This is an optimization exercise on Yosys and OpenROAD, whose aim is small area, a short achievable clock period and few clock cycles per item, not a production implementation.
Where RTL was checked, it was by simulation tests only, not by an equivalence proof against the original.
No functional check of the RTL was part of runs 2 to 6.
No activity file was given, so power comes from the tool's default toggle rates.

[flow/design.v]
module sscore_dec (
    input             clk,
    input             rst,         
    input             start,
    input      [47:0] in_len,
    output            idle,
    output            done,
    output     [2:0]  err,
    input             in_valid,
    output            in_ready,
    input      [20:0] in_cp,
    output            out_valid,
    input             out_ready,
    output      [7:0] out_data
);
    localparam [2:0] E_NONE      = 3'd0,
                     E_HEADER    = 3'd1,    
                     E_RANGE     = 3'd2,    
                     E_LENGTH    = 3'd3,    
                     E_BODY      = 3'd5;    
    reg         idle_r;      
    reg         done_r;      
    reg  [2:0]  err_r;
    reg  [47:0] rem;         
    reg  [2:0]  hidx;        
    reg  [47:0] hc;          
    reg         uf;          
    reg         oor;         
    reg         mb;          
    reg  [1:0]  pst;         
    reg         rdy;         
    reg         kpat;        
    reg         kff;         
    reg  [10:0] rcnt;        
    reg  [7:0]  p0, p1;
    reg         ovalid;
    reg  [7:0]  obyte;
    reg         zfe;         
    reg         push_d;      
    reg         take_d;      
    assign idle      = idle_r;
    assign done      = done_r;
    assign err       = err_r;
    assign in_ready  = rdy;
    assign out_valid = ovalid;
    assign out_data  = obyte;
    wire        push    = in_valid && rdy;
    wire        oa      = !ovalid || out_ready;      
    wire        take    = ovalid && out_ready;       
    wire [11:0] sym     = in_cp[11:0];
    wire        inrange = (in_cp[20:12] == 9'h00E);    
    wire        body    = push && hidx[2];
    wire        head    = (pst == 2'd0);
    wire        t_lit   = body && head && (sym[11:10] == 2'b00);
    wire        t_zf    = body && head && (sym[11] ^ sym[10]);
    wire        t_pat   = body && head && (sym[11:10] == 2'b11);
    wire        t_a     = body && (pst == 2'd1);
    wire        t_b     = body && (pst == 2'd2);
    wire        bad     = body && (head ? (sym[11:8] == 4'b0001 || sym[11:9] == 3'b001)
                                        : (sym[11:8] != 4'b0000));
    wire        rc_zero = (rcnt == 11'd0);
    wire        rc_odd  = rcnt[0];
    wire        zf_nz   = (sym[9:0] != 10'd0);
    wire        x_emit  = !rdy && oa;
    wire [7:0]  x_byte  = kpat ? (rc_odd ? p1 : p0) : {8{kff}};
    wire [10:0] dec_out = rcnt - 11'd1;
    wire        dec_z   = (rcnt[10:2] == 9'd0) &&
                          (rcnt[1:0] == ((!kpat && zfe) ? 2'd2 : 2'd1));
    wire        len_one = (sym[9:0] == 10'd1);
    wire        hc_hi_z = (hc[47:2] == 46'd0);
    wire        hc_z    = hc_hi_z && (hc[1:0] == 2'd0);
    wire        rem_hi_z = (rem[47:1] == 47'd0);
    wire        rem_z   = rem_hi_z && (rem[0] == push_d);    
    wire [47:0] rem_t, hc_t;
    genvar gi;
    generate
        for (gi = 0; gi < 48; gi = gi + 1) begin : g_borrow
            if (gi == 0) begin : g0
                assign rem_t[gi] = push_d;
                assign hc_t[gi]  = take_d;
            end else begin : gn
                assign rem_t[gi] = push_d && (rem[gi-1:0] == {gi{1'b0}});
                assign hc_t[gi]  = take_d && (hc[gi-1:0]  == {gi{1'b0}});
            end
        end
    endgenerate
    wire        fin     = !idle_r && !done_r && rem_z && rdy && oa;
    wire        e_head  = t_lit || (t_zf && zf_nz);
    wire        e_pat   = (t_a && !rc_zero) || (t_b && rc_odd);
    wire        emit    = oa && (x_emit || e_head || e_pat);
    reg         rdy_n;
    always @(*) begin
        rdy_n = rdy;
        if (x_emit && dec_z) rdy_n = 1'b1;
        if (t_lit && !oa) rdy_n = 1'b0;
        if (t_zf && zf_nz) rdy_n = oa && len_one;
        if (t_b && !rc_zero) rdy_n = oa && rc_odd && dec_z;
    end
    always @(posedge clk) begin
        if (rst) begin
            idle_r <= 1'b1;
            done_r <= 1'b0;
            rdy    <= 1'b1;
            ovalid <= 1'b0;
        end else begin
            idle_r <= idle_r ? !start : done_r;
            done_r <= fin;
            rdy    <= rdy_n;
            ovalid <= emit || (ovalid && !out_ready);
        end
    end
    always @(posedge clk) begin
        if (fin)
            err_r <= oor                                  ? E_RANGE  :
                     !hidx[2]                             ? E_HEADER :
                     (mb || !head)                        ? E_BODY   :
                     (uf || !hc_hi_z ||
                      (hc[1:0] != {take_d && take, take_d ^ take})) ? E_LENGTH :
                                                            E_NONE;
        if (oa)
            obyte <= !rdy             ? x_byte :
                     (sym[11] ^ sym[10]) ? {8{sym[11]}} :
                                        sym[7:0];
        if (pst == 2'd1) p0 <= sym[7:0];
        if (rdy) p1 <= sym[7:0];
        if (rdy && head) begin
            kpat <= !(sym[11] ^ sym[10]);
            kff  <= sym[11];
            zfe  <= oa;
        end
        if (!rdy) begin
            if (oa) rcnt <= dec_out;
        end else if (head) begin
            rcnt <= (sym[11:10] == 2'b11) ? {sym[9:0], 1'b0} :
                    (sym[11:10] == 2'b00) ? 11'd1 :
                                            {1'b0, sym[9:0]};
        end else if ((t_a && !rc_zero && oa) || (t_b && rc_odd && oa)) begin
            rcnt <= dec_out;
        end
        if (idle_r) begin
            pst <= 2'd0;
            mb  <= 1'b0;
            oor <= 1'b0;
        end else begin
            if (push && !inrange) oor <= 1'b1;
            if (bad) mb <= 1'b1;
            if (t_pat) pst <= 2'd1;
            if (t_a) pst <= 2'd2;
            if (t_b) pst <= 2'd0;
        end
        if (idle_r) begin
            hidx <= 3'd0;
            uf   <= 1'b0;
        end else begin
            if (push && !hidx[2]) hidx <= hidx + 3'd1;
            if (take_d && hc_z) uf <= 1'b1;
        end
        hc <= (push && !hidx[2]) ? {hc[35:0], sym} : (hc ^ hc_t);
        rem <= idle_r ? in_len : (rem ^ rem_t);
        push_d <= push && !idle_r;
        take_d <= take;
    end
endmodule
[flow/flow/run.sh]
#!/bin/bash
set -o pipefail
export BUFFER_PORTS_ARGS="-buffer_cell sky130_fd_sc_hd__buf_1"
export CTS_ARGS="-sink_clustering_enable -repair_clock_nets -dont_use_dummy_load"
export SETUP_SLACK_MARGIN=5.6
bash standard.sh > standard.log 2>&1
[flow/standard.sh]
#!/bin/bash
# synth_recipe.tcl (not shown) runs the flow's synth.tcl, then flattens the netlist and writes it again
# the make line also repeats each setting of config.mk as NAME=value (left out here)
make -C /OpenROAD-flow-scripts/flow DESIGN_CONFIG=/design/flow/config.mk WORK_HOME=/design/flow/orfs CLKGATE_MAP_FILE= SYNTH_SCRIPT=/design/flow/synth_recipe.tcl "${@:-finish}"
[flow/config.mk]
export PLATFORM = sky130hd
export DESIGN_NAME = sscore_dec
export DESIGN_NICKNAME = sscore_dec
export VERILOG_FILES = /design/flow/design.v
export SDC_FILE = /design/flow/constraint.sdc
export NUM_CORES = 4
export LEC_CHECK = 0
export CAP_MARGIN = 20
export CORE_MARGIN = 2
export CORE_UTILIZATION = 40
export SLEW_MARGIN = 20
[flow/constraint.sdc]
create_clock -name core_clock -period 8.0 [get_ports {clk}]
set_input_delay 1.6000 -clock core_clock [delete_from_list [all_inputs] [get_ports {clk}]]
set_output_delay 1.6000 -clock core_clock [all_outputs]
set_load 0.01 [all_outputs]
==> metrics.md, run 1 <==
| Metric | Value |
|---|---|
| Cell Area, Synth | `7530 um2` |
| Core area | `18600 um2` |
| Slew Limit Fails | `0` |
| Crit path launch type | `input pin` |
| Area growth, synth to finish | `22.5%` |
| Max Clk Rate | `384 MHz` |
| DR WL/cell | `16.5 um` |
| M1 WL | `9620 um` |
| Initial antenna violation count | `0` |
| RSZ-0062 raised after global routing | `true` |
| Largest family of logic cells by synthesized area | `simple AND/OR/NAND/NOR gates` |
| Buf/Inv on CP | `1` |
| Top delay family on crit path | `simple AND/OR/NAND/NOR gates` |
| Clock Path Buffers | `2` |
| Synth Area in Simple Gates | `25.2%` |
| Total congestion overflow | `0` |
| Period utilization | `32.5%` |
| CP peak stage delay | `330 ps` |
| # rows | `50` |
| Detailed Route Iter0 Violations | `457` |
| Drt drc | `0` |
| Post-Route Setup TNS | `0 ps` |
| Via/cell ratio | `5.62` |
| EDFF count, synth | `41` |
| CTS tree | `built` |
| Setup Viol. Count Final | `0` |
| Detail Route Antenna Nets | `0` |
| Final Util | `49.6%` |
| I/O Pins | `89` |
| Worst setup EP type | `flip-flop` |
| Total GRT Usage | `19.7%` |
| Share of layout cells above drive strength 1 | `15.5%` |
| Clock-pin slew on the worst setup and hold paths | `50 ps` |
| Max Used Layer | `met4` |
| Total power | `0.00182 W` |
| Synth Area in Compound Gates | `15.2%` |
| Nets@finish | `1043` |
| FFs w/ async S/R, synth | `0%` |
| Sink Count | `151` |
| Crit path time final | `2600 ps` |
| Die width | `141 um` |
| Pwr dens | `198 nW/um2` |
| Maximum vdd ir drop | `0.160 mV` |
| Die area | `19900 um2` |
| Antenna diode count | `0` |
| Post-synthesis mux area share | `1.20%` |
| Area share of fa/ha/maj cells after synthesis | `1.33%` |
| Xor/xnor share of the synthesized area | `8.03%` |
| CP startpoint | `out_ready` |
| Post-Layout Cell Count | `1193` |
| Root Driver | `clkbuf_16` |
| Largest net degree at the start of global routing | `99` |
| Top_reg_cell synth | `dfxtp_1` |
| Crit-path max FO | `2` |
| TritonCTS Buffers | `17` |
| Post-synth cell types | `57` |
| Crit-path slowest cell | `nor4_2` |
| Flops & latches, synth | `151` |
| MaxCap Viol Count | `0` |
| Hold Path Origin | `hidx[1]` |
| Synth warn | `1` |
| Placed insts | `1139` |
| Slew margin rel. | `44.4%` |
| HPWL Detailed | `12500 um` |
| Port bufs | `88` |
| Type of the worst min-delay path | `reg -> reg` |
| First-pass GRT wire length | `31800 um` |
| CP required | `8160 ps` |
| Starting Density | `40.5%` |
| Cell count after synthesis | `860` |
| Hold Vio Cnt, Final | `0` |
| Crit-path cells | `buf_6, and2_4, ha_4, xor2_2, nor4_2, nand3_1, a21o_1` |
| Clock latency on the worst-skew pair | `420 ps` |
| Total wire length | `19700 um` |
| Most frequent cells in the layout | `dfxtp_1 (102), nand2_1 (94), nor2_1 (75)` |
| Final clock skew | `19.3 ps` |
| Worst r2r src | `hc[7]` |
| Register area share after synthesis | `45.6%` |
| CP Class | `in -> reg` |
| DP Worst Slack | `4630 ps` |
| Critical Path AT | `2760 ps` |
| Wire length on met2 | `8980 um` |
| Leakage | `3.15 nW` |
| Drt first pass iters | `5` |
| Met3 wire len | `765 um` |
| Vias in the first global route | `6255` |
| Status | `complete, no violations` |
| Most common cell after layout, fill and taps aside | `dfxtp_1` |
| Vias | `6701` |
| R2r setup slk | `5570 ps` |
| Layout fillers | `1791` |
| Syn_nets | `942` |
| Worst-Margin Slew | `834 ps` |
| Htree depth | `4` |
| Final WS setup | `5400 ps` |
| Chip height | `141 um` |
| Avg Inst Size Synth | `8.75 um2` |
| GPL Wtd Cong | `0.772` |
report_power, final:
group | leakage (nW) | switching (W) | internal (W)
combinational | 1.59 | 0.000125 | 0.000111
clock | 0.209 | 0.000276 | 0.000368
sequential | 1.35 | 0.0000822 | 0.000859
total | 3.15 | 0.000483 | 0.00134
state kept, by name, summed over array words and instances, names as in the netlist, 2 cells and up:
name	cells
rcnt	11
err_r	3
pst	2
p1	8
p0	8
rem	48
obyte	8
hidx	3
hc	48
worst register-to-register path, cell delays in order, from the launching register on:
cell and delay [ps]:
dfxtp_1 360, nor4_1 480, nand3_1 420, nor4_2 620
nand3_1 140, a21o_1 180
per-stage QoR:
step,cell area [um2],hold WS (ps)
global route,9220,480
global placement,8170,451
floorplan,7760,438
CTS,8900,464
detailed placement,8170,457
finish,9220,464
path summary, 6_finish.rpt:
check,end,depth (start not counted)
setup / recovery,err_r[1],7
hold / removal,hidx[1],2
setup reg to reg,err_r[1],5
hold reg to reg,hidx[1],2
per-layer routing:
metal / GRT usage (%) / vias up
li1: - / 3354
met1: 27.2 / 3169
met2: 31.4 / 145
met3: 3.60 / 33
met4: 6.05 / 0
met5: 0 / -
cells in the mapped netlist (2+ instances only):
cell      instances  area (um2)
a211o_1           2        17.5
a211oi_1          2        15.0
a21oi_1          34         170
a221oi_1          7        61.3
a31oi_1          37         231
a41oi_1           2        17.5
and2_1            2        12.5
and3_1            3        18.8
buf_2             6        30.0
clkbuf_1         39         146
dfxtp_1         110        2200
edfxtp_1         41        1230
ha_1              8         100
inv_1            17        63.8
mux2i_1           9        90.1
nand2_1          97         364
nand2b_1          7        43.8
nand3_1          17        85.1
nand3b_1          6        45.0
nand4_1          12        75.1
nand4b_1          4        35.0
nor2_1           78         293
nor2b_1           2        12.5
nor3_1           27         135
nor3b_1           5        37.5
nor4_1           51         319
nor4_2            2        25.0
o21a_1            3        22.5
o21ai_0          74         370
o31a_1            5        43.8
o31ai_1          11        82.6
o41ai_1           4        35.0
or2_2             8        50.1
or3_1            24         150
or4_1            15         113
xnor2_1          50         438
xor2_1           19         166
layout make-up:
cell class | instances | area (um2) | share of cell area (%)
timing repair buffer | 126 | 758 | 8.22
tap | 234 | 293 | 3.18
sequential | 151 | 3450 | 37.4
inverter | 18 | 68.8 | 0.746
multi-input combinational | 647 | 4220 | 45.8
clock buffer | 17 | 425 | 4.61
timing repair:
item                                    CTS  global route
pin swaps                                10            12
hold buffers                              0             0
hold endpoints to repair                  0             0
resized for setup                        38            37
setup buffers                            14            18
endpoints found under the setup margin  109            61
cloned                                    3             2
cells by family (layout without fill, tap and decap cells):
| family | after synthesis | after routing |
|---|---|---|
| buffers and inverters | 65 | 161 |
| AOI/OAI and AO/OA | 191 | 191 |
| xor gates and xnor gates | 69 | 69 |
| and+or+nand+nor | 367 | 370 |
| adders and majority gates | 8 | 8 |
| DFF | 151 | 151 |
| muxes | 9 | 9 |
Testbench counts, summed over its fixed seeds: cycles 65,160, bytes 62,998.
==> inputs of run 2 (changes only) <==
--- a/flow/design.v
+++ b/flow/design.v
@@ -33,5 +33,5 @@
     reg         kff;         
     reg  [10:0] rcnt;        
-    reg  [7:0]  p0, p1;
+    reg  [7:0]  q;           
     reg         ovalid;
     reg  [7:0]  obyte;
@@ -63,5 +63,5 @@
     wire        zf_nz   = (sym[9:0] != 10'd0);
     wire        x_emit  = !rdy && oa;
-    wire [7:0]  x_byte  = kpat ? (rc_odd ? p1 : p0) : {8{kff}};
+    wire [7:0]  x_byte  = kpat ? q : {8{kff}};
     wire [10:0] dec_out = rcnt - 11'd1;
     wire        dec_z   = (rcnt[10:2] == 9'd0) &&
@@ -87,13 +87,14 @@
     wire        fin     = !idle_r && !done_r && rem_z && rdy && oa;
     wire        e_head  = t_lit || (t_zf && zf_nz);
-    wire        e_pat   = (t_a && !rc_zero) || (t_b && rc_odd);
+    wire        e_pat   = (t_a || t_b) && !rc_zero;
     wire        emit    = oa && (x_emit || e_head || e_pat);
     reg         rdy_n;
     always @(*) begin
         rdy_n = rdy;
-        if (x_emit && dec_z) rdy_n = 1'b1;
+        if (x_emit && (dec_z || pst == 2'd2)) rdy_n = 1'b1;
+        if (t_a && !rc_zero && !oa) rdy_n = 1'b0;
         if (t_lit && !oa) rdy_n = 1'b0;
         if (t_zf && zf_nz) rdy_n = oa && len_one;
-        if (t_b && !rc_zero) rdy_n = oa && rc_odd && dec_z;
+        if (t_b && !rc_zero) rdy_n = oa && dec_z;
     end
     always @(posedge clk) begin
@@ -122,6 +123,6 @@
                      (sym[11] ^ sym[10]) ? {8{sym[11]}} :
                                         sym[7:0];
-        if (pst == 2'd1) p0 <= sym[7:0];
-        if (rdy) p1 <= sym[7:0];
+        if ((pst != 2'd2) ? (rdy || oa) : (rdy && push && !oa))
+            q <= rdy ? sym[7:0] : obyte;
         if (rdy && head) begin
             kpat <= !(sym[11] ^ sym[10]);
@@ -135,5 +136,5 @@
                     (sym[11:10] == 2'b00) ? 11'd1 :
                                             {1'b0, sym[9:0]};
-        end else if ((t_a && !rc_zero && oa) || (t_b && rc_odd && oa)) begin
+        end else if ((t_a || t_b) && !rc_zero && oa) begin
             rcnt <= dec_out;
         end
==> flow/flow/run.sh (replaced) <==
#!/bin/bash
# Own flow: the standard layout, with the port buffers made from the
# smallest buffer cell and a clock tree without dummy loads.
set -o pipefail
export BUFFER_PORTS_ARGS="-buffer_cell sky130_fd_sc_hd__buf_1"
export CTS_ARGS="-sink_clustering_enable -repair_clock_nets -dont_use_dummy_load"
bash standard.sh > standard.log 2>&1
--- a/flow/config.mk
+++ b/flow/config.mk
@@ -9,3 +9,4 @@
 export CORE_MARGIN = 2
 export CORE_UTILIZATION = 40
+export SETUP_SLACK_MARGIN = 5
 export SLEW_MARGIN = 20
==> metrics.md, run 2 <==
| Metric | Value |
|---|---|
| Status | `complete, no violations (unchanged)` |
| DR WL/cell | `16.0 um (was 16.5 um)` |
| Core area | `18000 um2 (was 18600 um2)` |
| Pwr dens | `208 nW/um2 (was 198 nW/um2)` |
| HPWL Detailed | `12600 um (was 12500 um)` |
| Final clock skew | `21.4 ps (was 19.3 ps)` |
| Drt first pass iters | `5 (unchanged)` |
| CP required | `8120 ps (was 8160 ps)` |
| TritonCTS Buffers | `17 (unchanged)` |
| Via/cell ratio | `5.58 (was 5.62)` |
| Flops & latches, synth | `143 (was 151)` |
| Die area | `19500 um2 (was 19900 um2)` |
| Crit-path cells | `buf_1, inv_1, ha_1, a21boi_1, a22oi_1 (was buf_6, and2_4, ha_4, xor2_2, nor4_2, nand3_1, a21o_1)` |
| Sink Count | `143 (was 151)` |
| Max Clk Rate | `341 MHz (was 384 MHz)` |
| Crit path launch type | `input pin (unchanged)` |
| Antenna diode count | `0 (unchanged)` |
| Drt drc | `0 (unchanged)` |
| Die width | `140 um (was 141 um)` |
| Chip height | `140 um (was 141 um)` |
| Period utilization | `36.6% (was 32.5%)` |
| Total wire length | `18600 um (was 19700 um)` |
| Share of layout cells above drive strength 1 | `6.93% (was 15.5%)` |
| Crit-path slowest cell | `a21boi_1 (was nor4_2)` |
| CP peak stage delay | `570 ps (was 330 ps)` |
| Placed insts | `1138 (was 1139)` |
| Htree depth | `4 (unchanged)` |
| Post-synth cell types | `59 (was 57)` |
| Starting Density | `40.9% (was 40.5%)` |
| Register area share after synthesis | `43.5% (was 45.6%)` |
| First-pass GRT wire length | `30600 um (was 31800 um)` |
| Top_reg_cell synth | `dfxtp_1 (unchanged)` |
| Port bufs | `88 (unchanged)` |
| FFs w/ async S/R, synth | `0% (unchanged)` |
| Most frequent cells in the layout | `nand2_1 (113), dfxtp_1 (108), buf_1 (88) (was dfxtp_1 (102), nand2_1 (94), nor2_1 (75))` |
| Hold Vio Cnt, Final | `0 (unchanged)` |
| Vias | `6517 (was 6701)` |
| Biggest regs | `hc (48), rem (48), rcnt (11) (unchanged)` |
| Cell count after synthesis | `856 (was 860)` |
| Synth area leaders | `dfxtp_1 (30%), edfxtp_1 (13%), xnor2_1 (6.2%) (was dfxtp_1 (29%), edfxtp_1 (16%), xnor2_1 (5.8%))` |
| Nets@finish | `1022 (was 1043)` |
| Top delay family on crit path | `compound AO/OA/AOI/OAI gates (was simple AND/OR/NAND/NOR gates)` |
| # rows | `49 (was 50)` |
| Clock Path Buffers | `2 (unchanged)` |
| MaxCap Viol Count | `0 (unchanged)` |
| Root Driver | `clkbuf_16 (unchanged)` |
| Buf/Inv on CP | `2 (was 1)` |
| Clock-pin slew on the worst setup and hold paths | `50 ps (about the same)` |
| Crit-path max FO | `8 (was 2)` |
| Setup Viol. Count Final | `0 (unchanged)` |
| Maximum vdd ir drop | `0.146 mV (was 0.160 mV)` |
| Critical Path AT | `3050 ps (was 2760 ps)` |
| Area leader, netlist | `dfxtp_1 (unchanged)` |
| Post-Layout Cell Count | `1167 (was 1193)` |
| CP Class | `in -> reg (unchanged)` |
| Most common cell after layout, fill and taps aside | `nand2_1 (was dfxtp_1)` |
| Min Hold Slack | `459 ps (was 464 ps)` |
| CTS tree | `built (unchanged)` |
| Most common cell in the synthesized netlist | `nand2_1 (was dfxtp_1)` |
| Avg Inst Size Synth | `8.58 um2 (was 8.75 um2)` |
| Cell Area, Synth | `7350 um2 (was 7530 um2)` |
| Synth cell count leaders | `nand2_1 (113), dfxtp_1 (110), o21ai_0 (80) (was dfxtp_1 (110), nand2_1 (97), nor2_1 (78))` |
| Post-Route Setup TNS | `0 ps (unchanged)` |
| Synth warn | `1 (unchanged)` |
| Total congestion overflow | `0 (unchanged)` |
| Vias in the first global route | `6005 (was 6255)` |
| Synth top area share | `30.0% (was 29.3%)` |
| Syn_nets | `938 (was 942)` |
| Initial antenna violation count | `1 (was 0)` |
| Largest net degree at the start of global routing | `88 (was 99)` |
| Clock latency on the worst-skew pair | `420 ps (about the same)` |
| Worst setup EP type | `flip-flop (unchanged)` |
| Crit path time final | `2930 ps (was 2600 ps)` |
| Slew margin rel. | `44.9% (was 44.4%)` |
| Worst-Margin Slew | `818 ps (was 834 ps)` |
| Leakage | `2.92 nW (was 3.15 nW)` |
| Detailed Route Iter0 Violations | `493 (was 457)` |
| Slew Limit Fails | `0 (unchanged)` |
| Total GRT Usage | `19.2% (was 19.7%)` |
| GPL Wtd Cong | `0.784 (was 0.772)` |
| Area growth, synth to finish | `15.0% (was 22.5%)` |
| EDFF count, synth | `33 (was 41)` |
| Detail Route Antenna Nets | `0 (unchanged)` |
| Type of the worst min-delay path | `reg -> reg (unchanged)` |
| RSZ-0062 raised after global routing | `false (was true)` |
| I/O Pins | `89 (unchanged)` |
==> run 2: cell count changes after synthesis, sizes merged, moves of 6 or more <==
cell / change
nor3: -7
mux2i: -8
nor2b: +6
edfxtp: -8
a31oi: -12
nand2: +16
mux2: +8
a22oi: +9
or3: -6
==> run 2: layout make-up <==
class                           count  area [um2]
Sequential cell                   143        3200
Clock buffer                       17         425
Multi-Input combinational cell    655        3980
Fill cell                        1784        9520
Timing Repair Buffer              105         483
Tap cell                          229         287
Inverter                           18        71.3
==> run 2: worst reg2reg max path, cell delays in order (launching register included) <==
cell	delay, ps
dfxtp_1	360
or4_4	560
or4_4	660
or3_1	550
or4_1	530
a31oi_1	160
==> run 2: path summary, 6_finish.rpt <==
check | cells after the start | end | start | slack, ps
worst max-delay path | 5 | obyte[6] | in_cp[11] | 5070
worst min-delay path | 2 | hidx[1] | hidx[1] | 460
worst max register to register | 5 | hc[39] | hc[9] | 5100
worst min register to register | 2 | hidx[1] | hidx[1] | 460
==> run 2: layer usage <==
layer	wire, um	share of wire [%]	vias up	global-route usage, %
li1	-	-	3293	-
met1	8990	48	3025	27.4
met5	13	0.070	-	0
met3	1180	6.3	13	5.26
met2	8310	45	184	28.8
met4	152	0.82	2	5.16
==> run 2: what timing repair did <==
action                                  CTS  global route
hold buffers                              0             0
pin swaps                                 1             3
gates cloned                              1             0
hold endpoints to repair                  0             0
buffers inserted                          0            11
gates resized for setup                   4             5
endpoints found under the setup margin   16            30
==> run 2: per-stage QoR <==
step | util (%) | total power [W] | setup slack [ps] | instance area (um2)
4_1_cts | 46.3 | 0.00176 | 5000 | 8310
5_1_grt | 47.0 | 0.00184 | 5000 | 8440
3_3_place_gp | 43.8 | 0.00113 | 4520 | 7860
2_1_floorplan | - | 0.00105 | 5090 | 7350
3_5_place_dp | 43.8 | 0.00113 | 4440 | 7860
6_report | 47.0 | 0.00175 | 5070 | 8440
==> run 2: logic make-up after synthesis <==
family / after synthesis / share of synthesized area (%)
AND/OR/NAND/NOR: 371 / 25.9
multiplexers: 9 / 1.36
XOR/XNOR: 73 / 8.70
buffers and inverters: 59 / 3.13
adder cells (fa/ha/maj): 8 / 1.36
AO/OA/AOI/OAI: 193 / 16.1
flip-flops: 143 / 43.5
==> run 2: report_power, final <==
group          internal (W)  switching [W]  leakage [nW]  total (W)
combinational      0.000104       0.000121          1.44   0.000225
clock              0.000368       0.000267         0.209   0.000635
sequential         0.000816      0.0000793          1.27   0.000895
==> inputs of run 3 (changes only) <==
==> flow/flow/run.sh (replaced) <==
#!/bin/bash
# Own flow: the standard layout, with the port buffers made from the
# smallest buffer cell and a clock tree of small buffers without dummy loads.
set -o pipefail
export BUFFER_PORTS_ARGS="-buffer_cell sky130_fd_sc_hd__buf_1"
export CTS_ARGS="-sink_clustering_enable -repair_clock_nets -dont_use_dummy_load -buf_list {sky130_fd_sc_hd__clkbuf_4 sky130_fd_sc_hd__clkbuf_8}"
bash standard.sh > standard.log 2>&1
==> metrics.md, run 3 <==
| Metric | Value |
|---|---|
| GPL Wtd Cong | `0.784 (unchanged)` |
| Setup Viol. Count Final | `0 (unchanged)` |
| # rows | `49 (unchanged)` |
| TritonCTS Buffers | `17 (unchanged)` |
| Crit-path slowest cell | `o22ai_4 (was a21boi_1)` |
| First-pass GRT wire length | `30300 um (was 30600 um)` |
| Layout fillers | `1809 (was 1784)` |
| Status | `complete, no violations (unchanged)` |
| Final Util | `45.8% (was 47.0%)` |
| Die width | `140 um (unchanged)` |
| Worst-Margin Slew | `784 ps (was 818 ps)` |
| Worst r2r src | `hc[9] (unchanged)` |
| Starting Density | `40.9% (unchanged)` |
| Initial antenna violation count | `1 (unchanged)` |
| Avg Inst Size Synth | `8.58 um2 (unchanged)` |
| Top_reg_cell synth | `dfxtp_1 (unchanged)` |
| Root Driver | `clkbuf_8 (was clkbuf_16)` |
| Hold Vio Cnt, Final | `0 (unchanged)` |
| Total GRT Usage | `19.1% (was 19.2%)` |
| Post-synth cell types | `59 (unchanged)` |
| Die area | `19500 um2 (unchanged)` |
| Placed instance area | `7860 um2 (unchanged)` |
| Total wire length | `18500 um (was 18600 um)` |
| RSZ-0062 raised after global routing | `false (unchanged)` |
| CTS tree | `built (unchanged)` |
| Port bufs | `88 (unchanged)` |
| Max Clk Rate | `340 MHz (was 341 MHz)` |
| Crit-path cells | `buf_1, nand3_1, a21oi_1, a21boi_0, o22ai_4 (was buf_1, inv_1, ha_1, a21boi_1, a22oi_1)` |
| Drt first pass iters | `5 (unchanged)` |
| Detail Route Antenna Nets | `0 (unchanged)` |
| Period utilization | `36.8% (was 36.6%)` |
| Flops & latches, synth | `143 (unchanged)` |
| CP peak stage delay | `380 ps (was 570 ps)` |
| Leakage | `2.82 nW (was 2.92 nW)` |
| Via/cell ratio | `5.56 (was 5.58)` |
| Core area | `18000 um2 (unchanged)` |
| Drt drc | `0 (unchanged)` |
| FFs w/ async S/R, synth | `0% (unchanged)` |
| Type of the worst min-delay path | `reg -> reg (unchanged)` |
| Slew margin rel. | `47.3% (was 44.9%)` |
| Sink Count | `143 (unchanged)` |
| Synth warn | `1 (unchanged)` |
| Clock-pin slew on the worst setup and hold paths | `60 ps (was 50 ps)` |
| Hold_buf cts | `0 (unchanged)` |
| Area growth, synth to finish | `11.9% (was 15.0%)` |
| Nets@finish | `1021 (was 1022)` |
| Crit path launch type | `input pin (unchanged)` |
| Most frequent cells in the layout | `nand2_1 (113), dfxtp_1 (108), buf_1 (88) (unchanged)` |
| Final clock skew | `24.0 ps (was 21.4 ps)` |
| Antenna diode count | `0 (unchanged)` |
| Cell count after synthesis | `856 (unchanged)` |
| Biggest regs | `hc (48), rem (48), rcnt (11) (unchanged)` |
| Register area share after synthesis | `43.5% (unchanged)` |
| M3 GR Usage | `5.23% (was 5.26%)` |
| Pwr dens | `188 nW/um2 (was 208 nW/um2)` |
| Synth cell count leaders | `nand2_1 (113), dfxtp_1 (110), o21ai_0 (80) (unchanged)` |
| Reg2reg end | `hc[39] (unchanged)` |
| Most common cell in the synthesized netlist | `nand2_1 (unchanged)` |
| Most common cell after layout, fill and taps aside | `nand2_1 (unchanged)` |
| Design area | `8220 um2 (was 8440 um2)` |
| DR WL/cell | `15.8 um (was 16.0 um)` |
| Vias | `6487 (was 6517)` |
| Synth top area share | `30.0% (unchanged)` |
| Crit path time final | `2940 ps (was 2930 ps)` |
| EDFF count, synth | `33 (unchanged)` |
| Largest net degree at the start of global routing | `88 (unchanged)` |
| Maximum vdd ir drop | `0.102 mV (was 0.146 mV)` |
| Htree depth | `4 (unchanged)` |
| CP Class | `in -> reg (unchanged)` |
| HPWL Detailed | `12600 um (unchanged)` |
| GRT busiest layer | `met2 (unchanged)` |
| Crit-path max FO | `11 (was 8)` |
| Hold path cells | `2 (unchanged)` |
| Critical Path AT | `3020 ps (was 3050 ps)` |
| Total congestion overflow | `0 (unchanged)` |
| MaxCap Viol Count | `0 (unchanged)` |
| Post-Route Setup TNS | `0 ps (unchanged)` |
| Post-Layout Cell Count | `1166 (was 1167)` |
| Clock Path Buffers | `2 (unchanged)` |
| Share of layout cells above drive strength 1 | `6.83% (was 6.93%)` |
| Chip height | `140 um (unchanged)` |
| Placed insts | `1138 (unchanged)` |
| Clock latency on the worst-skew pair | `450 ps (was 420 ps)` |
| Worst setup EP type | `flip-flop (unchanged)` |
| Hold Path Origin | `hidx[1] (unchanged)` |
| Vias in the first global route | `5991 (was 6005)` |
| R2r setup slk | `5100 ps (about the same)` |
| CP required | `8080 ps (was 8120 ps)` |
| Slew Limit Fails | `0 (unchanged)` |
| I/O Pins | `89 (unchanged)` |
| Area leader, netlist | `dfxtp_1 (unchanged)` |
| Met1 Use GR | `27.0% (was 27.4%)` |
| Cell Area, Synth | `7350 um2 (unchanged)` |
| Met2 Use GR | `28.7% (was 28.8%)` |
| Syn_nets | `938 (unchanged)` |
| R2R depth | `5 (unchanged)` |
| Synth area leaders | `dfxtp_1 (30%), edfxtp_1 (13%), xnor2_1 (6.2%) (unchanged)` |
| Detailed Route Iter0 Violations | `469 (was 493)` |
| Hold EP | `hidx[1] (unchanged)` |
==> run 3: cell families (layout without fill, tap and decap cells) <==
group / after synthesis / in the layout / synth area share [%]
multiplexers: 9 / 9 / 1.36
buffers and inverters: 59 / 139 / 3.13
adder cells (fa/ha/maj): 8 / 8 / 1.36
flip-flops: 143 / 143 / 43.5
AND/OR/NAND/NOR: 371 / 372 / 25.9
XOR/XNOR: 73 / 73 / 8.70
AO/OA/AOI/OAI: 193 / 193 / 16.1
==> run 3: metrics by stage <==
step	setup slack (ps)	total power (W)	hold slack [ps]
2_1_floorplan	5090	0.00105	438
3_3_place_gp	4520	0.00113	445
3_5_place_dp	4440	0.00113	457
4_1_cts	4960	0.00155	466
5_1_grt	4990	0.00163	506
6_report	5060	0.00154	461
==> run 3: area by class of cell <==
class	instances	area, um2	share of cell area (%)
multi-input cells	655	3980	48.4
clock buffers	17	234	2.85
well taps	229	287	3.48
inverters	18	71.3	0.867
flip-flops and latches	143	3200	38.9
repair buffers	104	450	5.48
==> run 3: worst max-delay path by stage <==
| stage | startpoint | to | cells past startpoint |
|---|---|---|---|
| global route | in_valid | rcnt[0] | 5 |
| CTS | in_valid | rcnt[0] | 5 |
| global placement | in_valid | hc[47] | 6 |
| finish | in_valid | rcnt[0] | 5 |
| floorplan | out_ready | err_r[0] | 4 |
| detailed placement | in_valid | hc[47] | 6 |
==> run 3: metal layers <==
| layer | up-vias | routed length, um |
|---|---|---|
| met1 | 2995 | 8750 |
| met5 | - | 13 |
| met3 | 22 | 1320 |
| met4 | 2 | 204 |
| met2 | 174 | 8180 |
| li1 | 3294 | - |
==> run 3: critical path: cells and delay by family <==
kind                   cells  cell delay (ps)
buffers and inverters      1              340
AOI/OAI and AO/OA          3              880
and+or+nand+nor            1              190
==> run 3: timing repair <==
| action | 4_1_cts | 5_1_grt |
|---|---|---|
| setup endpoints to repair | 8 | 29 |
| gates resized for setup | 3 | 7 |
| buffers inserted | 3 | 7 |
| pin swaps | 1 | 3 |
| cloned | 1 | 0 |
==> run 3: where the power goes <==
part | total, W | switching, W | internal (W)
Sequential | 0.000893 | 0.0000794 | 0.000814
Combinational | 0.000224 | 0.000121 | 0.000104
Clock | 0.000427 | 0.000240 | 0.000187
Total | 0.00154 | 0.000440 | 0.00110
==> inputs of run 4 (changes only) <==
--- a/flow/design.v
+++ b/flow/design.v
@@ -22,8 +22,17 @@
     reg         done_r;      
     reg  [2:0]  err_r;
-    reg  [47:0] rem;         
-    reg  [2:0]  hidx;        
-    reg  [47:0] hc;          
-    reg         uf;          
+    localparam LW = 8, UW = 40;
+    reg  [5:0]    ph;        
+    reg  [LW-1:0] rlo;       
+    reg  [UW-1:0] rup;       
+    reg           rpend;     
+    reg           rbr;       
+    reg  [2:0]    hidx;      
+    reg  [LW-1:0] hlo;       
+    reg  [UW-1:0] hup;       
+    reg           hpend;     
+    reg           hpass;     
+    reg           hbr;       
+    reg           uf;        
     reg         oor;         
     reg         mb;          
@@ -37,6 +46,4 @@
     reg  [7:0]  obyte;
     reg         zfe;         
-    reg         push_d;      
-    reg         take_d;      
     assign idle      = idle_r;
     assign done      = done_r;
@@ -68,21 +75,29 @@
                           (rcnt[1:0] == ((!kpat && zfe) ? 2'd2 : 2'd1));
     wire        len_one = (sym[9:0] == 10'd1);
-    wire        hc_hi_z = (hc[47:2] == 46'd0);
-    wire        hc_z    = hc_hi_z && (hc[1:0] == 2'd0);
-    wire        rem_hi_z = (rem[47:1] == 47'd0);
-    wire        rem_z   = rem_hi_z && (rem[0] == push_d);    
-    wire [47:0] rem_t, hc_t;
+    wire        ph0     = (ph == 6'd0);
+    wire        phl     = (ph == UW - 1);
+    wire [LW-1:0] rlo_t, hlo_t;
     genvar gi;
     generate
-        for (gi = 0; gi < 48; gi = gi + 1) begin : g_borrow
+        for (gi = 0; gi < LW; gi = gi + 1) begin : g_borrow
             if (gi == 0) begin : g0
-                assign rem_t[gi] = push_d;
-                assign hc_t[gi]  = take_d;
+                assign rlo_t[gi] = push;
+                assign hlo_t[gi] = take;
             end else begin : gn
-                assign rem_t[gi] = push_d && (rem[gi-1:0] == {gi{1'b0}});
-                assign hc_t[gi]  = take_d && (hc[gi-1:0]  == {gi{1'b0}});
+                assign rlo_t[gi] = push && (rlo[gi-1:0] == {gi{1'b0}});
+                assign hlo_t[gi] = take && (hlo[gi-1:0] == {gi{1'b0}});
             end
         end
     endgenerate
+    wire        rlo_z   = (rlo == {LW{1'b0}});
+    wire        hlo_z   = (hlo == {LW{1'b0}});
+    wire        rup_z   = (rup == {UW{1'b0}});
+    wire        hup_z   = (hup == {UW{1'b0}});
+    wire        rbc     = ph0 ? rpend : rbr;       
+    wire        hrot    = ph0 ? hpend : hpass;     
+    wire        hbc     = ph0 ? hpend : hbr;       
+    wire        rem_z   = rup_z && rlo_z;
+    wire        hsh     = push && !hidx[2];
+    wire [47:0] hshift  = {hup[35-LW:0], hlo, sym};
     wire        fin     = !idle_r && !done_r && rem_z && rdy && oa;
     wire        e_head  = t_lit || (t_zf && zf_nz);
@@ -112,11 +127,10 @@
     end
     always @(posedge clk) begin
-        if (fin)
-            err_r <= oor                                  ? E_RANGE  :
-                     !hidx[2]                             ? E_HEADER :
-                     (mb || !head)                        ? E_BODY   :
-                     (uf || !hc_hi_z ||
-                      (hc[1:0] != {take_d && take, take_d ^ take})) ? E_LENGTH :
-                                                            E_NONE;
+        err_r <= oor                                           ? E_RANGE  :
+                 !hidx[2]                                      ? E_HEADER :
+                 (mb || !head)                                 ? E_BODY   :
+                 (uf || !hup_z || hpend || hpass ||
+                  (hlo != {{(LW-1){1'b0}}, ovalid})) ? E_LENGTH :
+                                                                 E_NONE;
         if (oa)
             obyte <= !rdy             ? x_byte :
@@ -151,14 +165,23 @@
         end
         if (idle_r) begin
-            hidx <= 3'd0;
-            uf   <= 1'b0;
+            hidx  <= 3'd0;
+            uf    <= 1'b0;
+            hpend <= 1'b0;
+            hpass <= 1'b0;
         end else begin
-            if (push && !hidx[2]) hidx <= hidx + 3'd1;
-            if (take_d && hc_z) uf <= 1'b1;
+            if (hsh) hidx <= hidx + 3'd1;
+            if (take && hlo_z && hup_z) uf <= 1'b1;
+            hpend <= (hpend && !ph0) || (take && hlo_z);
+            hpass <= hrot && !phl;
         end
-        hc <= (push && !hidx[2]) ? {hc[35:0], sym} : (hc ^ hc_t);
-        rem <= idle_r ? in_len : (rem ^ rem_t);
-        push_d <= push && !idle_r;
-        take_d <= take;
+        hlo <= hsh ? hshift[LW-1:0] : (hlo ^ hlo_t);
+        if (hsh) hup <= hshift[47:LW];
+        else if (hrot) hup <= {hup[0] ^ hbc, hup[UW-1:1]};
+        hbr <= hbc && !hup[0];
+        ph    <= (idle_r || phl) ? 6'd0 : ph + 6'd1;
+        rlo   <= idle_r ? in_len[LW-1:0] : (rlo ^ rlo_t);
+        rup   <= idle_r ? in_len[47:LW] : {rup[0] ^ rbc, rup[UW-1:1]};
+        rbr   <= rbc && !rup[0];
+        rpend <= !idle_r && ((rpend && !ph0) || (push && rlo_z));
     end
 endmodule
==> metrics.md, run 4 <==
| Metric | Value |
|---|---|
| Status | `complete, no violations (unchanged)` |
| Synth warn | `1 (unchanged)` |
| Area leader, netlist | `edfxtp_1 (was dfxtp_1)` |
| GPL Wtd Cong | `0.836 (was 0.784)` |
| Die area | `17700 um2 (was 19500 um2)` |
| Setup Viol. Count Final | `0 (unchanged)` |
| Port bufs | `88 (unchanged)` |
| Maximum vdd ir drop | `0.131 mV (was 0.102 mV)` |
| Met2 Use GR | `25.6% (was 28.7%)` |
| Synth area leaders | `edfxtp_1 (31%), dfxtp_1 (25%), mux2_2 (8.3%) (was dfxtp_1 (30%), edfxtp_1 (13%), xnor2_1 (6.2%))` |
| Vias in the first global route | `4573 (was 5991)` |
| Synth top area share | `31.5% (was 30.0%)` |
| Crit-path max FO | `14 (was 11)` |
| # rows | `47 (was 49)` |
| Most common cell after layout, fill and taps aside | `buf_1 (was nand2_1)` |
| Clock latency on the worst-skew pair | `450 ps (about the same)` |
| Cell count after synthesis | `567 (was 856)` |
| Syn_nets | `652 (was 938)` |
| I/O Pins | `89 (unchanged)` |
| Detailed Route Iter0 Violations | `291 (was 469)` |
| Drt first pass iters | `4 (was 5)` |
| Placed instance area | `7210 um2 (was 7860 um2)` |
| Slew Limit Fails | `0 (unchanged)` |
| Hold Vio Cnt, Final | `0 (unchanged)` |
| Worst-Margin Slew | `811 ps (was 784 ps)` |
| Top_reg_cell synth | `dfxtp_1 (unchanged)` |
| Crit path launch type | `input pin (unchanged)` |
| CTS tree | `built (unchanged)` |
| Htree depth | `4 (unchanged)` |
| Drt drc | `0 (unchanged)` |
| CP Class | `in -> reg (unchanged)` |
| Initial antenna violation count | `0 (was 1)` |
| Vias | `4549 (was 6487)` |
| Chip height | `133 um (was 140 um)` |
| Core area | `16500 um2 (was 18000 um2)` |
| Detail Route Antenna Nets | `0 (unchanged)` |
| Synth cell count leaders | `dfxtp_1 (82), edfxtp_1 (70), mux2_2 (49) (was nand2_1 (113), dfxtp_1 (110), o21ai_0 (80))` |
| Type of the worst min-delay path | `reg -> reg (unchanged)` |
| Worst setup EP type | `flip-flop (unchanged)` |
| DR WL/cell | `16.2 um (was 15.8 um)` |
| Root Driver | `clkbuf_8 (unchanged)` |
| RSZ-0062 raised after global routing | `false (unchanged)` |
| Multi-input logic area | `2770 um2 (was 3980 um2)` |
| M3 GR Usage | `5.82% (was 5.23%)` |
| Register area | `3750 um2 (was 3200 um2)` |
| GRT busiest layer | `met2 (unchanged)` |
| Flops & latches, synth | `152 (was 143)` |
| Leakage | `2.63 nW (was 2.82 nW)` |
| Starting Density | `40.5% (was 40.9%)` |
| Share of layout cells above drive strength 1 | `14.0% (was 6.83%)` |
| Post-synth cell types | `57 (was 59)` |
| Biggest regs | `hup (40), rup (40), rcnt (11) (was hc (48), rem (48), rcnt (11))` |
| Antenna diode count | `0 (unchanged)` |
| Min Hold Slack | `466 ps (was 461 ps)` |
| Clock-pin slew on the worst setup and hold paths | `80 ps (was 60 ps)` |
| Nets@finish | `737 (was 1021)` |
| Sink Count | `152 (was 143)` |
| Crit path time final | `2890 ps (was 2940 ps)` |
| Largest net degree at the start of global routing | `74 (was 88)` |
| TritonCTS Buffers | `17 (unchanged)` |
| Most frequent cells in the layout | `buf_1 (88), dfxtp_1 (80), edfxtp_1 (70) (was nand2_1 (113), dfxtp_1 (108), buf_1 (88))` |
| FFs w/ async S/R, synth | `0% (unchanged)` |
| Via/cell ratio | `5.23 (was 5.56)` |
| Total GRT Usage | `16.4% (was 19.1%)` |
| First-pass GRT wire length | `22800 um (was 30300 um)` |
| Pwr dens | `203 nW/um2 (was 188 nW/um2)` |
| MaxCap Viol Count | `0 (unchanged)` |
| Post-Route Setup TNS | `0 ps (unchanged)` |
| Final clock skew | `29.8 ps (was 24.0 ps)` |
| Die width | `133 um (was 140 um)` |
| Clock Path Buffers | `2 (unchanged)` |
| Design area | `7450 um2 (was 8220 um2)` |
| Critical Path AT | `2960 ps (was 3020 ps)` |
| Area growth, synth to finish | `11.6% (was 11.9%)` |
| EDFF count, synth | `70 (was 33)` |
| Total congestion overflow | `0 (unchanged)` |
| Slew margin rel. | `46.0% (was 47.3%)` |
| CP required | `8070 ps (was 8080 ps)` |
| Register area share after synthesis | `56.1% (was 43.5%)` |
| Most common cell in the synthesized netlist | `dfxtp_1 (was nand2_1)` |
| Period utilization | `36.1% (was 36.8%)` |
| Cell Area, Synth | `6670 um2 (was 7350 um2)` |
| HPWL Detailed | `10100 um (was 12600 um)` |
| Avg Inst Size Synth | `11.8 um2 (was 8.58 um2)` |
| Max Clk Rate | `346 MHz (was 340 MHz)` |
| Total wire length | `14100 um (was 18500 um)` |
| Layout fillers | `1589 (was 1809)` |
| Met1 Use GR | `21.2% (was 27.0%)` |
==> run 4: cell types whose count changed in the layout (fill, tap and decap cells not counted), sizes merged, moves of 14 or more <==
cell,change
dfxtp,-28
edfxtp,+37
a31oi,-20
nor4,-21
or4,-14
nand2,-72
mux2,+76
or3,-17
nor2,-28
xnor2,-33
buf,-14
o21ai,-59
==> run 4: report_power, final <==
group	internal (W)	leakage [nW]	switching, W	total (W)
combinational	0.0000796	1.11	0.0000831	0.000163
clock	0.000187	0.122	0.000236	0.000423
sequential	0.000884	1.40	0.0000468	0.000931
total	0.00115	2.63	0.000365	0.00152
==> run 4: metrics by stage <==
| stage | utilization (%) | total power, W | instances | worst slack, ps |
|---|---|---|---|---|
| floorplan | - | 0.00105 | 567 | 5020 |
| global placement | 43.8 | 0.00110 | 853 | 4570 |
| detailed placement | 43.8 | 0.00111 | 853 | 4480 |
| CTS | 45.2 | 0.00153 | 870 | 5080 |
| global route | 45.3 | 0.00159 | 870 | 5040 |
| finish | 45.3 | 0.00152 | 870 | 5110 |
==> run 4: worst paths after layout <==
check / slack [ps] / end / start / cells after the start
worst max-delay path: 5110 / q[1] / out_ready / 5
worst min-delay path: 470 / uf / uf / 2
worst max register to register: 5760 / rcnt[1] / rcnt[5] / 6
worst min register to register: 470 / uf / uf / 2
==> run 4: cell type report <==
cell class | count | area share [%]
clock buffers | 17 | 3.14
inverters | 17 | 1.04
flip-flops and latches | 152 | 50.3
multi-input cells | 374 | 37.2
repair buffers | 90 | 4.69
well taps | 220 | 3.69
==> run 4: repair_timing <==
item,CTS,global route
cloned,0,0
resized for setup,2,1
setup buffers,0,0
endpoints found under the hold margin,0,0
setup endpoints to repair,12,29
hold buffers,0,0
==> run 4: logic make-up after synthesis <==
group | after synthesis | share of synthesized area [%]
xor gates and xnor gates | 27 | 3.54
AOI/OAI and AO/OA | 84 | 8.08
DFF | 152 | 56.1
muxes | 87 | 14.6
buffers and inverters | 41 | 2.76
and+or+nand+nor | 165 | 12.8
adders and majority gates | 11 | 2.06
==> run 4: layer usage <==
layer	wire length (um)	vias up
met3	926	21
met2	6590	130
met1	6290	2159
met4	286	0
met5	0	-
li1	-	2239
==> run 4: critical path: stages <==
cell	delay (ps)
buf_1	160
and2b_4	240
inv_2	240
nor2_1	70
a21oi_1	640
==> inputs of run 5 (changes only) <==
--- a/flow/design.v
+++ b/flow/design.v
@@ -28,5 +28,5 @@
     reg           rpend;     
     reg           rbr;       
-    reg  [2:0]    hidx;      
+    reg  [2:0]    st;        
     reg  [LW-1:0] hlo;       
     reg  [UW-1:0] hup;       
@@ -37,5 +37,4 @@
     reg         oor;         
     reg         mb;          
-    reg  [1:0]  pst;         
     reg         rdy;         
     reg         kpat;        
@@ -57,5 +56,6 @@
     wire [11:0] sym     = in_cp[11:0];
     wire        inrange = (in_cp[20:12] == 9'h00E);    
-    wire        body    = push && hidx[2];
+    wire [1:0]  pst     = st[1:0];
+    wire        body    = push && st[2];
     wire        head    = (pst == 2'd0);
     wire        t_lit   = body && head && (sym[11:10] == 2'b00);
@@ -98,5 +98,5 @@
     wire        hbc     = ph0 ? hpend : hbr;       
     wire        rem_z   = rup_z && rlo_z;
-    wire        hsh     = push && !hidx[2];
+    wire        hsh     = push && !st[2];
     wire [47:0] hshift  = {hup[35-LW:0], hlo, sym};
     wire        fin     = !idle_r && !done_r && rem_z && rdy && oa;
@@ -128,5 +128,5 @@
     always @(posedge clk) begin
         err_r <= oor                                           ? E_RANGE  :
-                 !hidx[2]                                      ? E_HEADER :
+                 !st[2]                                        ? E_HEADER :
                  (mb || !head)                                 ? E_BODY   :
                  (uf || !hup_z || hpend || hpass ||
@@ -154,5 +154,4 @@
         end
         if (idle_r) begin
-            pst <= 2'd0;
             mb  <= 1'b0;
             oor <= 1'b0;
@@ -160,15 +159,15 @@
             if (push && !inrange) oor <= 1'b1;
             if (bad) mb <= 1'b1;
-            if (t_pat) pst <= 2'd1;
-            if (t_a) pst <= 2'd2;
-            if (t_b) pst <= 2'd0;
+            if (t_pat) st[1:0] <= 2'd1;
+            if (t_a) st[1:0] <= 2'd2;
+            if (t_b) st[1:0] <= 2'd0;
         end
         if (idle_r) begin
-            hidx  <= 3'd0;
+            st    <= 3'd0;
             uf    <= 1'b0;
             hpend <= 1'b0;
             hpass <= 1'b0;
         end else begin
-            if (hsh) hidx <= hidx + 3'd1;
+            if (hsh) st <= st + 3'd1;
             if (take && hlo_z && hup_z) uf <= 1'b1;
             hpend <= (hpend && !ph0) || (take && hlo_z);
==> metrics.md, run 5 <==
| Metric | Value |
|---|---|
| Total GRT Usage | `16.7% (was 16.4%)` |
| Reg2reg end | `rcnt[1] (unchanged)` |
| Synth top area share | `31.6% (was 31.5%)` |
| Die width | `133 um (about the same)` |
| Slew Limit Fails | `0 (unchanged)` |
| Crit-path max FO | `8 (was 14)` |
| Max Clk Rate | `345 MHz (was 346 MHz)` |
| Hold path cells | `1 (was 2)` |
| R2R depth | `4 (was 6)` |
| Internal power | `0.00117 W (was 0.00115 W)` |
| FFs w/ async S/R, synth | `0% (unchanged)` |
| EDFF count, synth | `70 (unchanged)` |
| Crit path time final | `2900 ps (was 2890 ps)` |
| Hold Vio Cnt, Final | `0 (unchanged)` |
| Clock power share | `26.8% (was 27.9%)` |
| Critical Path AT | `3030 ps (was 2960 ps)` |
| Post-synth cell types | `50 (was 57)` |
| CP required | `8130 ps (was 8070 ps)` |
| Vias | `4636 (was 4549)` |
| CP startpoint | `in_cp[11] (was out_ready)` |
| GPL Wtd Cong | `0.862 (was 0.836)` |
| Detailed Route Iter0 Violations | `320 (was 291)` |
| P_sw | `0.000401 W (was 0.000365 W)` |
| Area growth, synth to finish | `11.6% (about the same)` |
| Total wire length | `14300 um (was 14100 um)` |
| Maximum vdd ir drop | `0.122 mV (was 0.131 mV)` |
| Combinational share of power | `12.9% (was 10.7%)` |
| Post-Layout Cell Count | `870 (unchanged)` |
| Avg Inst Size Synth | `11.7 um2 (was 11.8 um2)` |
| Hold_buf cts | `0 (unchanged)` |
| DR WL/cell | `16.5 um (was 16.2 um)` |
| Layout fillers | `1555 (was 1589)` |
| Starting Density | `40.5% (about the same)` |
| Crit path launch type | `input pin (unchanged)` |
| Nets@finish | `740 (was 737)` |
| Total congestion overflow | `0 (unchanged)` |
| CP peak stage delay | `610 ps (was 640 ps)` |
| Biggest regs | `hup (40), rup (40), rcnt (11) (unchanged)` |
| Initial antenna violation count | `0 (unchanged)` |
| Most common cell after layout, fill and taps aside | `buf_1 (unchanged)` |
| Post-Route Setup TNS | `0 ps (unchanged)` |
| Reg power frac | `60.3% (was 61.4%)` |
| Net Sw Frac | `25.4% (was 24.1%)` |
| Placed insts | `853 (unchanged)` |
| Detail Route Antenna Nets | `0 (unchanged)` |
| RSZ-0062 raised after global routing | `false (unchanged)` |
| Crit-path slowest cell | `a21boi_1 (was a21oi_1)` |
| Port bufs | `88 (unchanged)` |
| Worst-Margin Slew | `743 ps (was 811 ps)` |
| Antenna diode count | `0 (unchanged)` |
| DP Worst Slack | `4280 ps (was 4480 ps)` |
| CP Class | `in -> reg (unchanged)` |
| Share of layout cells above drive strength 1 | `18.0% (was 14.0%)` |
| Cell Area, Synth | `6650 um2 (was 6670 um2)` |
| Chip height | `133 um (about the same)` |
| Area leader, netlist | `edfxtp_1 (unchanged)` |
| Clock Path Buffers | `2 (unchanged)` |
| Top delay family on crit path | `compound AO/OA/AOI/OAI gates (unchanged)` |
| Setup Viol. Count Final | `0 (unchanged)` |
| Vias in the first global route | `4667 (was 4573)` |
| Clock-pin slew on the worst setup and hold paths | `80 ps (about the same)` |
| Largest net degree at the start of global routing | `72 (was 74)` |
| Root Driver | `clkbuf_8 (unchanged)` |
| First-pass GRT wire length | `23200 um (was 22800 um)` |
| Synth warn | `1 (unchanged)` |
| R2r setup slk | `5720 ps (was 5760 ps)` |
| Htree depth | `4 (unchanged)` |
| MaxCap Viol Count | `0 (unchanged)` |
| Worst setup EP type | `flip-flop (unchanged)` |
| HPWL Detailed | `10200 um (was 10100 um)` |
| Cell count after synthesis | `566 (was 567)` |
| Register area share after synthesis | `55.7% (was 56.1%)` |
| Core area | `16400 um2 (was 16500 um2)` |
| Drt drc | `0 (unchanged)` |
| # rows | `47 (unchanged)` |
| Drt first pass iters | `5 (was 4)` |
| Hold Path Origin | `rup[1] (was uf)` |
| Worst r2r src | `st[0] (was rcnt[5])` |
| Most frequent cells in the layout | `buf_1 (88), mux2_2 (84), dfxtp_1 (78) (was buf_1 (88), dfxtp_1 (80), edfxtp_1 (70))` |
| Status | `complete, no violations (unchanged)` |
| Crit-path cells | `buf_1, inv_1, ha_1, a21boi_1, a22oi_1 (was buf_1, and2b_4, inv_2, nor2_1, a21oi_1)` |
| Hold EP | `rup[0] (was uf)` |
| CTS tree | `built (unchanged)` |
| Period utilization | `36.2% (was 36.1%)` |
| I/O Pins | `89 (unchanged)` |
| Slew margin rel. | `50.4% (was 46.0%)` |
| Buf/Inv on CP | `2 (unchanged)` |
| Via/cell ratio | `5.33 (was 5.23)` |
| Clock latency on the worst-skew pair | `440 ps (was 450 ps)` |
| Synth cell count leaders | `mux2_2 (84), dfxtp_1 (80), edfxtp_1 (70) (was dfxtp_1 (82), edfxtp_1 (70), mux2_2 (49))` |
| Final WS setup | `5100 ps (was 5110 ps)` |
| Die area | `17700 um2 (about the same)` |
| Synth area leaders | `edfxtp_1 (32%), dfxtp_1 (24%), mux2_2 (14%) (was edfxtp_1 (31%), dfxtp_1 (25%), mux2_2 (8.3%))` |
| Leakage | `2.61 nW (was 2.63 nW)` |
| Syn_nets | `654 (was 652)` |
| Sink Count | `150 (was 152)` |
| Most common cell in the synthesized netlist | `mux2_2 (was dfxtp_1)` |
| Flops & latches, synth | `150 (was 152)` |
| Pwr dens | `212 nW/um2 (was 203 nW/um2)` |
| TritonCTS Buffers | `17 (unchanged)` |
| Type of the worst min-delay path | `reg -> reg (unchanged)` |
| Final clock skew | `27.0 ps (was 29.8 ps)` |
| Top_reg_cell synth | `dfxtp_1 (unchanged)` |
-- run 5: cell count changes in the layout (fill, tap and decap cells not counted), sizes merged, moves of 3 or more --
cell / before / now
nand2: 41 / 45
nand4: 5 / 9
nor2: 48 / 43
xnor2: 19 / 15
o21ai: 21 / 18
ha: 11 / 14
a211oi: 3 / 6
-- run 5: area by class of cell --
class / instances / area (um2) / area share (%)
Inverter: 19 / 71.3 / 0.962
Multi-Input combinational cell: 374 / 2780 / 37.5
Timing Repair Buffer: 90 / 352 / 4.74
Clock buffer: 17 / 234 / 3.15
Sequential cell: 150 / 3710 / 50.0
Tap cell: 220 / 275 / 3.71
-- run 5: how the worst max path moves through the flow --
stage	to	cells past startpoint
global placement	hup[28]	6
global route	hup[21]	6
CTS	q[2]	5
detailed placement	hup[28]	6
floorplan	hup[0]	7
finish	obyte[1]	5
-- run 5: power groups by stage --
stage / clock, W / sequential (W) / combinational (W)
floorplan: 0 / 0.000949 / 0.000150
global placement: 0 / 0.000963 / 0.000196
detailed placement: 0 / 0.000967 / 0.000203
CTS: 0.000438 / 0.000951 / 0.000205
global route: 0.000471 / 0.000961 / 0.000227
finish: 0.000422 / 0.000950 / 0.000204
-- run 5: cells by family (layout without fill, tap and decap cells) --
logic type / count (synthesis) / in the layout / share of synthesized area [%]
AOI/OAI and AO/OA: 88 / 88 / 8.53
xor gates and xnor gates: 24 / 24 / 3.16
muxes: 86 / 86 / 14.5
and+or+nand+nor: 162 / 162 / 12.6
DFF: 150 / 150 / 55.7
adders and majority gates: 14 / 14 / 2.64
buffers and inverters: 42 / 126 / 2.82
-- run 5: worst register-to-register path, cell delays in order, from the launching register on --
cell	delay (ps)
dfxtp_1	380
inv_1	110
ha_1	310
nand2_1	570
nand2_1	510
-- run 5: metal layers --
| metal | wire [um] | part of all wire (%) | up-vias | track usage [%] |
|---|---|---|---|---|
| met5 | 0 | 0 | - | 0 |
| met4 | 278 | 1.9 | 0 | 6.09 |
| met3 | 855 | 6.0 | 20 | 5.67 |
| met2 | 6820 | 48 | 110 | 27.1 |
| met1 | 6370 | 44 | 2253 | 20.6 |
| li1 | - | - | 2253 | - |
-- run 5: what timing repair did --
item	4_1_cts	5_1_grt
gates cloned	0	0
endpoints found under the setup margin	65	48
buffers inserted	0	0
gates resized for setup	3	3
-- run 5: stage by stage --
step	cell area (um2)	hold slack [ps]	util, %	power [W]
after global routing	7420	491	45.2	0.00166
final	7420	469	45.2	0.00158
after global placement	7160	445	43.6	0.00116
after CTS	7410	474	45.2	0.00159
after detailed placement	7160	458	43.6	0.00117
after floorplan	6650	428	-	0.00110
==> inputs of run 6 (changes only) <==
==> flow/flow/run.sh (replaced) <==
#!/bin/bash
# Own flow: the standard layout, with the port buffers made from the
# smallest buffer cell, a clock tree of clkbuf_8 without dummy loads, and
# timing repair aiming for more setup slack than the 8 ns clock needs.
set -o pipefail
export BUFFER_PORTS_ARGS="-buffer_cell sky130_fd_sc_hd__buf_1"
export CTS_ARGS="-sink_clustering_enable -repair_clock_nets -dont_use_dummy_load -buf_list {sky130_fd_sc_hd__clkbuf_4 sky130_fd_sc_hd__clkbuf_8}"
export SETUP_SLACK_MARGIN=5.3
bash standard.sh > standard.log 2>&1
--- a/flow/config.mk
+++ b/flow/config.mk
@@ -9,4 +9,3 @@
 export CORE_MARGIN = 2
 export CORE_UTILIZATION = 40
-export SETUP_SLACK_MARGIN = 5
 export SLEW_MARGIN = 20
==> metrics.md, run 6 <==
| Metric | Value |
|---|---|
| Crit-path cells | `buf_1 (was buf_1, inv_1, ha_1, a21boi_1, a22oi_1)` |
| Crit path time final | `2720 ps (was 2900 ps)` |
| Leakage | `2.63 nW (was 2.61 nW)` |
| Pwr dens | `211 nW/um2 (was 212 nW/um2)` |
| Detail Route Antenna Nets | `0 (unchanged)` |
| HPWL Detailed | `10100 um (was 10200 um)` |
| Most frequent cells in the layout | `buf_1 (87), mux2_2 (84), dfxtp_1 (78) (was buf_1 (88), mux2_2 (84), dfxtp_1 (78))` |
| Clock-pin slew on the worst setup and hold paths | `80 ps (about the same)` |
| GPL Wtd Cong | `0.812 (was 0.862)` |
| Vias | `4645 (was 4636)` |
| Crit path launch type | `flip-flop (was input pin)` |
| Final clock skew | `24.4 ps (was 27.0 ps)` |
| Starting Density | `40.5% (unchanged)` |
| Setup Fix Bufs, Post-CTS | `0 (unchanged)` |
| Port bufs | `88 (unchanged)` |
| EDFF count, synth | `70 (unchanged)` |
| Period utilization | `33.9% (was 36.2%)` |
| Register area share after synthesis | `55.7% (unchanged)` |
| Critical Path AT | `1120 ps (was 3030 ps)` |
| Synth area leaders | `edfxtp_1 (32%), dfxtp_1 (24%), mux2_2 (14%) (unchanged)` |
| Nets@finish | `741 (was 740)` |
| R2R depth | `6 (was 4)` |
| Reg power frac | `60.1% (was 60.3%)` |
| Worst-Margin Slew | `766 ps (was 743 ps)` |
| Crit-path max FO | `20 (was 8)` |
| Vias in the first global route | `4670 (was 4667)` |
| Hold_buf cts | `0 (unchanged)` |
| Chip height | `133 um (unchanged)` |
| Layout fillers | `1512 (was 1555)` |
| Combinational share of power | `13.2% (was 12.9%)` |
| Core area | `16400 um2 (unchanged)` |
| Drt drc | `0 (unchanged)` |
| Maximum vdd ir drop | `0.111 mV (was 0.122 mV)` |
| MaxCap Viol Count | `0 (unchanged)` |
| Die width | `133 um (unchanged)` |
| P_sw | `0.000401 W (about the same)` |
| Post-Route Setup TNS | `0 ps (unchanged)` |
| Synth Area in Compound Gates | `8.53% (unchanged)` |
| Avg Inst Size Synth | `11.7 um2 (unchanged)` |
| Clock power share | `26.6% (was 26.8%)` |
| # rows | `47 (unchanged)` |
| Area leader, netlist | `edfxtp_1 (unchanged)` |
| Htree depth | `4 (unchanged)` |
| Top_reg_cell synth | `dfxtp_1 (unchanged)` |
| CP peak stage delay | `500 ps (was 610 ps)` |
| Synth cell count leaders | `mux2_2 (84), dfxtp_1 (80), edfxtp_1 (70) (unchanged)` |
| Biggest regs | `hup (40), rup (40), rcnt (11) (unchanged)` |
| Post-synthesis mux area share | `14.5% (unchanged)` |
| Net Sw Frac | `25.4% (about the same)` |
| Cell count after synthesis | `566 (unchanged)` |
| Total congestion overflow | `0 (unchanged)` |
| Status | `complete, no violations (unchanged)` |
| CP Class | `reg -> out (was in -> reg)` |
| Slew margin rel. | `48.8% (was 50.4%)` |
| Detailed Route Iter0 Violations | `280 (was 320)` |
| Xor/xnor share of the synthesized area | `3.16% (unchanged)` |
| FFs w/ async S/R, synth | `0% (unchanged)` |
| Type of the worst min-delay path | `reg -> reg (unchanged)` |
| RSZ-0062 raised after global routing | `true (was false)` |
| First-pass GRT wire length | `23300 um (was 23200 um)` |
| Largest net degree at the start of global routing | `72 (unchanged)` |
| Synth top area share | `31.6% (unchanged)` |
| Clock Path Buffers | `2 (unchanged)` |
| Most common cell after layout, fill and taps aside | `buf_1 (unchanged)` |
| Synth warn | `1 (unchanged)` |
| Drt first pass iters | `7 (was 5)` |
| Sink Count | `150 (unchanged)` |
| CTS tree | `built (unchanged)` |
| Area share of fa/ha/maj cells after synthesis | `2.64% (unchanged)` |
| Antenna diode count | `0 (unchanged)` |
| Internal power | `0.00118 W (was 0.00117 W)` |
| I/O Pins | `89 (unchanged)` |
| R2r setup slk | `5870 ps (was 5720 ps)` |
| Via/cell ratio | `5.33 (about the same)` |
| Total wire length | `14200 um (was 14300 um)` |
| Hold path cells | `1 (unchanged)` |
| Post-synth cell types | `50 (unchanged)` |
| Final Util | `45.5% (was 45.2%)` |
| Share of layout cells above drive strength 1 | `19.4% (was 18.0%)` |
| Worst setup EP type | `output port (was flip-flop)` |
| Syn_nets | `654 (unchanged)` |
| Area growth, synth to finish | `12.3% (was 11.6%)` |
| Top delay family on crit path | `flip-flops (was compound AO/OA/AOI/OAI gates)` |
| Most common cell in the synthesized netlist | `mux2_2 (unchanged)` |
| DR WL/cell | `16.3 um (was 16.5 um)` |
| CP Depth | `1 (was 5)` |
| Clock latency on the worst-skew pair | `440 ps (about the same)` |
| Hold Vio Cnt, Final | `0 (unchanged)` |
| Cell Area, Synth | `6650 um2 (unchanged)` |
| Total GRT Usage | `16.8% (was 16.7%)` |
| Buf/Inv on CP | `1 (was 2)` |
| Root Driver | `clkbuf_8 (unchanged)` |
| Flops & latches, synth | `150 (unchanged)` |
| Largest family of logic cells by synthesized area | `multiplexers (unchanged)` |
| Crit-path slowest cell | `dfxtp_4 (was a21boi_1)` |
| Max Clk Rate | `368 MHz (was 345 MHz)` |
| Synth Area in Simple Gates | `12.6% (unchanged)` |
| Setup Viol. Count Final | `0 (unchanged)` |
| Initial antenna violation count | `0 (unchanged)` |
| CP required | `6400 ps (was 8130 ps)` |
| Slew Limit Fails | `0 (unchanged)` |
| TritonCTS Buffers | `17 (unchanged)` |
| Die area | `17700 um2 (unchanged)` |
-- run 6: cell types whose count changed in the layout (fill, tap and decap cells not counted), sizes merged --
cell and delta:
clkinvlp +2, clkinv -1
-- run 6: cell families after synthesis --
group                    after synthesis
multiplexers                          86
AO/OA/AOI/OAI                         88
buffers and inverters                 42
XOR/XNOR                              24
AND/OR/NAND/NOR                      162
flip-flops                           150
adder cells (fa/ha/maj)               14
-- run 6: what timing repair did --
item                                    in CTS  in global routing
endpoints found under the hold margin        0                  0
cloned                                       0                  1
endpoints found under the setup margin      87                111
resized for setup                            3                 11
-- run 6: worst paths after layout --
kind / end / start
min reg2reg: ph[0] / ph[0]
max: in_ready / rdy
min: ph[0] / ph[0]
max reg2reg: rcnt[10] / rcnt[0]
-- run 6: area by class of cell --
type | count | area (um2) | share of cell area (%)
Clock buffer | 17 | 234 | 3.13
Inverter | 19 | 80.1 | 1.07
Multi-Input combinational cell | 374 | 2800 | 37.5
Sequential cell | 150 | 3710 | 49.7
Tap cell | 220 | 275 | 3.69
Timing Repair Buffer | 90 | 359 | 4.81
Timing Repair inverter | 1 | 5.00 | 0.0670
-- run 6: worst register-to-register path, stage by stage (launching register included) --
cell and delay (ps):
edfxtp_1 470, inv_1 130, ha_1 200, nor3b_1 640, nand3_1 180, xor2_1 170
a21oi_1 80
-- run 6: power by group through the flow --
stage	clock [W]	sequential, W	combinational, W
3_5_place_dp	0	0.000965	0.000205
4_1_cts	0.000440	0.000949	0.000207
3_3_place_gp	0	0.000963	0.000199
2_1_floorplan	0	0.000949	0.000153
5_1_grt	0.000467	0.000959	0.000233
6_report	0.000420	0.000949	0.000208
-- run 6: stage by stage --
step                      cells  hold WS, ps  power (W)  setup slack (ps)  cell area, um2
final                       871          475    0.00158              5280            7460
after floorplan             566          428    0.00110              5270            6700
after global placement      853          445    0.00116              4680            7180
after CTS                   870          482    0.00160              5130            7430
after detailed placement    853          463    0.00117              4630            7180
after global routing        871          499    0.00166              5230            7460
-- run 6: layer usage --
layer / vias to the layer above / share of wire (%) / global-route usage, %
met3: 27 / 6.4 / 5.63
met4: 0 / 2.3 / 7.23
li1: 2262 / - / -
met5: - / 0 / 0
met1: 2226 / 45 / 21.2
met2: 130 / 46 / 26.5

## what the ideal ports hide
The results above use ideal ports. As a check the final layouts listed here were re-extracted and re-timed, cells and wires unchanged. Step 1: set_driving_cell puts a clkbuf_16 on clk and a buf_2 on each other input, an assumption about the parent block. Step 2, shift: input delay + t, output delay - t, t = (earliest + latest rising clock arrival at the registers) / 2. This alone moves slack from input paths to output paths. Slacks: no drivers / after step 1 / after step 2; pairs: no drivers / after step 1.
| run | shift t [ns] | setup slack, ns |
|---|---|---|
| run 1 | 0.450 | 5.397 / 5.392 / 4.953 |
| run 2 | 0.456 | 5.069 / 5.045 / 4.635 |
| run 3 | 0.477 | 5.057 / 5.073 / 4.596 |
| run 4 | 0.467 | 5.113 / 5.126 / 4.659 |
| run 5 | 0.468 | 5.103 / 5.113 / 4.645 |
| run 6 | 0.464 | 5.284 / 5.247 / 4.949 |
After both steps every run listed still meets setup and hold.
